What follows belongs to an exercise in optimizing a design on an open flow for small area; a production flow would make more cautious choices.
In this exercise RTL edits were held to simulation tests only and were not proved equivalent to the original.
Power figures rest on the tool's default switching activity, not on a simulated workload.

== run 1 ==
==> flow/design.v (excerpt) <==
module bacman_codec (
    input  wire        clk,
    input  wire        rst,
    input  wire [7:0]  cfg_station,
    input  wire [31:0] cfg_abort_us,
    input  wire        ev_valid,
    input  wire        ev_octet,
    input  wire [31:0] ev_time,
    input  wire [7:0]  ev_data,
    output wire        frm_valid,
    output wire [7:0]  frm_type,
    output wire [7:0]  frm_dest,
    output wire [7:0]  frm_src,
    output wire [15:0] frm_len,
    output wire        frm_payload_ok,
    output wire        frm_abort,
    output wire        pay_valid,
    output wire [7:0]  pay_data,
    output wire [31:0] cnt_frames_rx,
    output wire [31:0] cnt_hdr_crc,
    output wire [31:0] cnt_payload_crc,
    output wire [31:0] cnt_oversize,
    output wire [31:0] cnt_frame_abort,
    input  wire        tx_start,
    input  wire [7:0]  tx_type,
    input  wire [7:0]  tx_dest,
    input  wire [15:0] tx_len,
    output wire        tx_busy,
    input  wire        txp_valid,
    input  wire [7:0]  txp_data,
    output wire        txp_ready,
    output wire        txo_valid,
    output wire [7:0]  txo_data,
    input  wire        txo_ready,
    output wire [31:0] cnt_frames_tx
);
  ...
Size: about 1500 cells after synthesis.
export LEC_CHECK = 0
export CAP_MARGIN = 20
export CORE_MARGIN = 2
export CORE_UTILIZATION = 70
export PLACE_DENSITY = 0.85
export SLEW_MARGIN = 20
create_clock -name core_clock -period 10.0 [get_ports {clk}]
standard.sh (not shown) runs the stock make flow with config.mk's settings and CLKGATE_MAP_FILE= SYNTH_SCRIPT=/design/flow/synth_recipe.tcl, a recipe that flattens the netlist after the stock synthesis.
==> flow/flow/run.sh <==
#!/bin/bash
# Own layout flow: the standard ORFS flow (standard.sh, unchanged synthesis),
# with two changes that only affect buffering:
#  - the port buffers use the smallest buffer cell (sky130_fd_sc_hd__buf_1);
#  - clock tree synthesis uses larger sink clusters of clkbuf_16 and no dummy
#    load cells.
set -euo pipefail
export BUFFER_PORTS_ARGS="-buffer_cell sky130_fd_sc_hd__buf_1"
export CTS_ARGS="-sink_clustering_enable -repair_clock_nets -dont_use_dummy_load -buf_list sky130_fd_sc_hd__clkbuf_16 -sink_clustering_size 30 -sink_clustering_max_diameter 100"
bash standard.sh finish > standard_finish.log 2>&1
#### Input delta (run 2 over run 1)
- swapping 70 for 60 in CORE_UTILIZATION
- swapping 0.85 for 0.75 in PLACE_DENSITY
--- outcome ---
- Going from run 1 to run 2, worst setup slack up 99 ps, number of hold-repair buffers added at the cts stage flat, design area up 0.30%, wire length of the first global-routing pass down about 4%.
- Taking run 1 as the reference, in run 2 total clock network power grew by about 0.6%, worst voltage drop across the vdd grid down 41%.
- Delta (run 2 minus run 1): power flat, number of fill cells in the layout up 572.
What run 3 does differently from run 2 at the input level:
==> flow/flow/run.sh <==
#!/bin/bash
# Own layout flow: the standard ORFS flow (standard.sh, unchanged synthesis),
# with two changes that only affect buffering:
#  - the port buffers use the smallest buffer cell (sky130_fd_sc_hd__buf_1);
#  - clock tree synthesis uses larger sink clusters of clkbuf_16 and no dummy
#    load cells.
set -euo pipefail
export BUFFER_PORTS_ARGS="-buffer_cell sky130_fd_sc_hd__buf_1"
export CTS_ARGS="-sink_clustering_enable -repair_clock_nets -dont_use_dummy_load -buf_list sky130_fd_sc_hd__clkbuf_16 -sink_clustering_size 35 -sink_clustering_max_diameter 100"
bash standard.sh finish > standard_finish.log 2>&1
## What came out
There was hardly any difference in number of nets in the finished design between run 2 and run 3. Run 2 → run 3: combinational cell fraction of total power rose 0.2 points; post-route non-filler standard cell count closely matched the old numbers; number of vias in the routed layout shows a reduction of 62. Between run 3 and run 2, the switching share of total power figures differ only marginally. Going from run 2 to run 3, post-layout instance area closely matched the old numbers, setup clock skew after layout +15 ps, per-cell routed wire length up about 0.35%, wire length of the first global-routing pass shows no meaningful change.
Input-level comparison between run 4 and run 3:
- swapping 60 for 40 in CORE_UTILIZATION
- swapping 0.75 for 0.6 in PLACE_DENSITY
==> flow/flow/run.sh <==
#!/bin/bash
# Own layout flow: the standard ORFS flow (standard.sh, unchanged synthesis),
# with two changes that only affect buffering:
#  - the port buffers use the smallest buffer cell (sky130_fd_sc_hd__buf_1);
#  - clock tree synthesis uses larger sink clusters of clkbuf_16 and no dummy
#    load cells.
set -euo pipefail
export BUFFER_PORTS_ARGS="-buffer_cell sky130_fd_sc_hd__buf_1"
export CTS_ARGS="-sink_clustering_enable -repair_clock_nets -dont_use_dummy_load -buf_list sky130_fd_sc_hd__clkbuf_16 -sink_clustering_size 25 -sink_clustering_max_diameter 100"
bash standard.sh finish > standard_finish.log 2>&1
==> results.txt <==
The total vias in the final route on run 3 is in line with that on run 4. Of run 4 and run 3, it is run 4 that has the higher die extent in y. The clock-net power in run 3 is 0.876 times that in run 4. Reported for run 3 and run 4, adder-cell share of the synthesized area turned out identical to the last digit. Register-to-register path setup slack delta for run 4 relative to run 3: 50 ps higher. Fraction of power consumed by combinational cells of run 4 is on par with run 3. From run 3 to run 4, post-synthesis instance area did not move at all. Run 3 → run 4: final clock period utilization by the worst path dropped 0.19 points; final cell area excluding filler cells climbed about 1.7%; top achievable clock speed barely changed; non-clock buffer count in the final layout climbed 2.

* * *

bacman_codec, a different RTL version from the one above (not shown whole).
For scale: ~1500 cells after synthesis, roughly 360 flip-flops, ~380 I/O pins, roughly 17000 µm² of cells after synthesis.
Settings: LEC_CHECK=0, CAP_MARGIN=20, CORE_MARGIN=2, CORE_UTILIZATION=40, PLACE_DENSITY=0.6, SLEW_MARGIN=20; clock period 10.0 ns.
==> flow/flow/run.sh <==
#!/bin/bash
# Own layout flow: the standard ORFS flow, with the port buffers made
# from the smallest buffer cell instead of the one buffer_ports picks.
set -euo pipefail
export BUFFER_PORTS_ARGS="-buffer_cell sky130_fd_sc_hd__buf_1"
bash standard.sh finish > standard_finish.log 2>&1
The first run went through all stages and came out clean.
Change:
==> flow/flow/run.sh (replaced) <==
#!/bin/bash
# Own layout flow: the standard ORFS flow (standard.sh, unchanged synthesis),
# with two changes that only affect buffering:
#  - the port buffers use the smallest buffer cell (sky130_fd_sc_hd__buf_1);
#  - clock tree synthesis uses larger sink clusters of clkbuf_16 and no dummy
#    load cells.
set -euo pipefail
export BUFFER_PORTS_ARGS="-buffer_cell sky130_fd_sc_hd__buf_1"
export CTS_ARGS="-sink_clustering_enable -repair_clock_nets -dont_use_dummy_load -buf_list sky130_fd_sc_hd__clkbuf_16 -sink_clustering_size 25 -sink_clustering_max_diameter 100"
bash standard.sh finish > standard_finish.log 2>&1
After rerunning:
- count of clock-buffer cells in the layout came out lower by 39
- synthesized cell count does not change
- setup slack gains 13 ps
- global-route usage came out lower by 0.49 points
- via count came out lower by 1.7%
- maximum frequency barely changes
- clock skew came out higher by 12 ps
- cell area came out lower by 4.8%
- sequential share of layout area came out higher by 2.0 points
Change:
==> flow/run.sh (new file) <==
#!/bin/bash
# synth_recipe.tcl (not shown) runs the flow's synth.tcl, then flattens the netlist and writes it again
# the make line also repeats each setting of config.mk as NAME=value (left out here)
make -C /OpenROAD-flow-scripts/flow DESIGN_CONFIG=/design/flow/config.mk WORK_HOME=/design/flow/orfs CLKGATE_MAP_FILE= SYNTH_SCRIPT=/design/flow/synth_recipe.tcl finish
removed: flow/flow/run.sh
removed: flow/standard.sh
Outcome: Register-to-register slack gets better by 60 ps. Die area is unchanged. Combinational power went up by a little under a tenth. Critical path depth went down by 1. Non-clock buffer count stays the same. Worst setup slack gets worse by 260 ps. Area after synthesis is unchanged. Routed wire length went up by a few percent. Sequential power stays flat.

afterwards: timing with drivers on the ports:
Ports are ideal in the flow. The routed layouts listed here were re-timed in OpenROAD. Step 1 (the two cells are an assumption about what drives the block):
set clk [get_ports {clk}]
set_driving_cell -lib_cell sky130_fd_sc_hd__clkbuf_16 $clk
set_driving_cell -lib_cell sky130_fd_sc_hd__buf_2 [delete_from_list [all_inputs] $clk]
Step 2 times the ports against the registers' clock, not the clock port: input delays grow and output delays shrink by t, the midpoint of the rising clock arrivals with the driver on. Slacks: ideal / step 1 / step 2; pairs: ideal / step 1.
run | t (ns) | slack for setup (ns) | worst setup path at the end | worst slew at a driven data input, ns
run 1 | 0.541 | 0.501 / 0.450 / 0.991 | register to output | 0.08
run 2 | 0.536 | 0.600 / 0.550 / 1.086 | register to output | 0.06
run 3 | 0.546 | 0.572 / 0.521 / 1.067 | register to output | 0.06
run 4 | 0.569 | 0.591 / 0.537 / 1.106 | register to output | 0.06
the first run of note 2 | 0.617 | 0.604 / 0.550 / 1.166 | register to output | 0.09
the second run of note 2 | 0.570 | 0.617 / 0.561 / 1.131 | register to output | 0.08
the third run of note 2 | 0.608 | 0.361 / 0.306 / 0.914 | register to output | 0.07
After both steps every run listed still meets setup and hold.
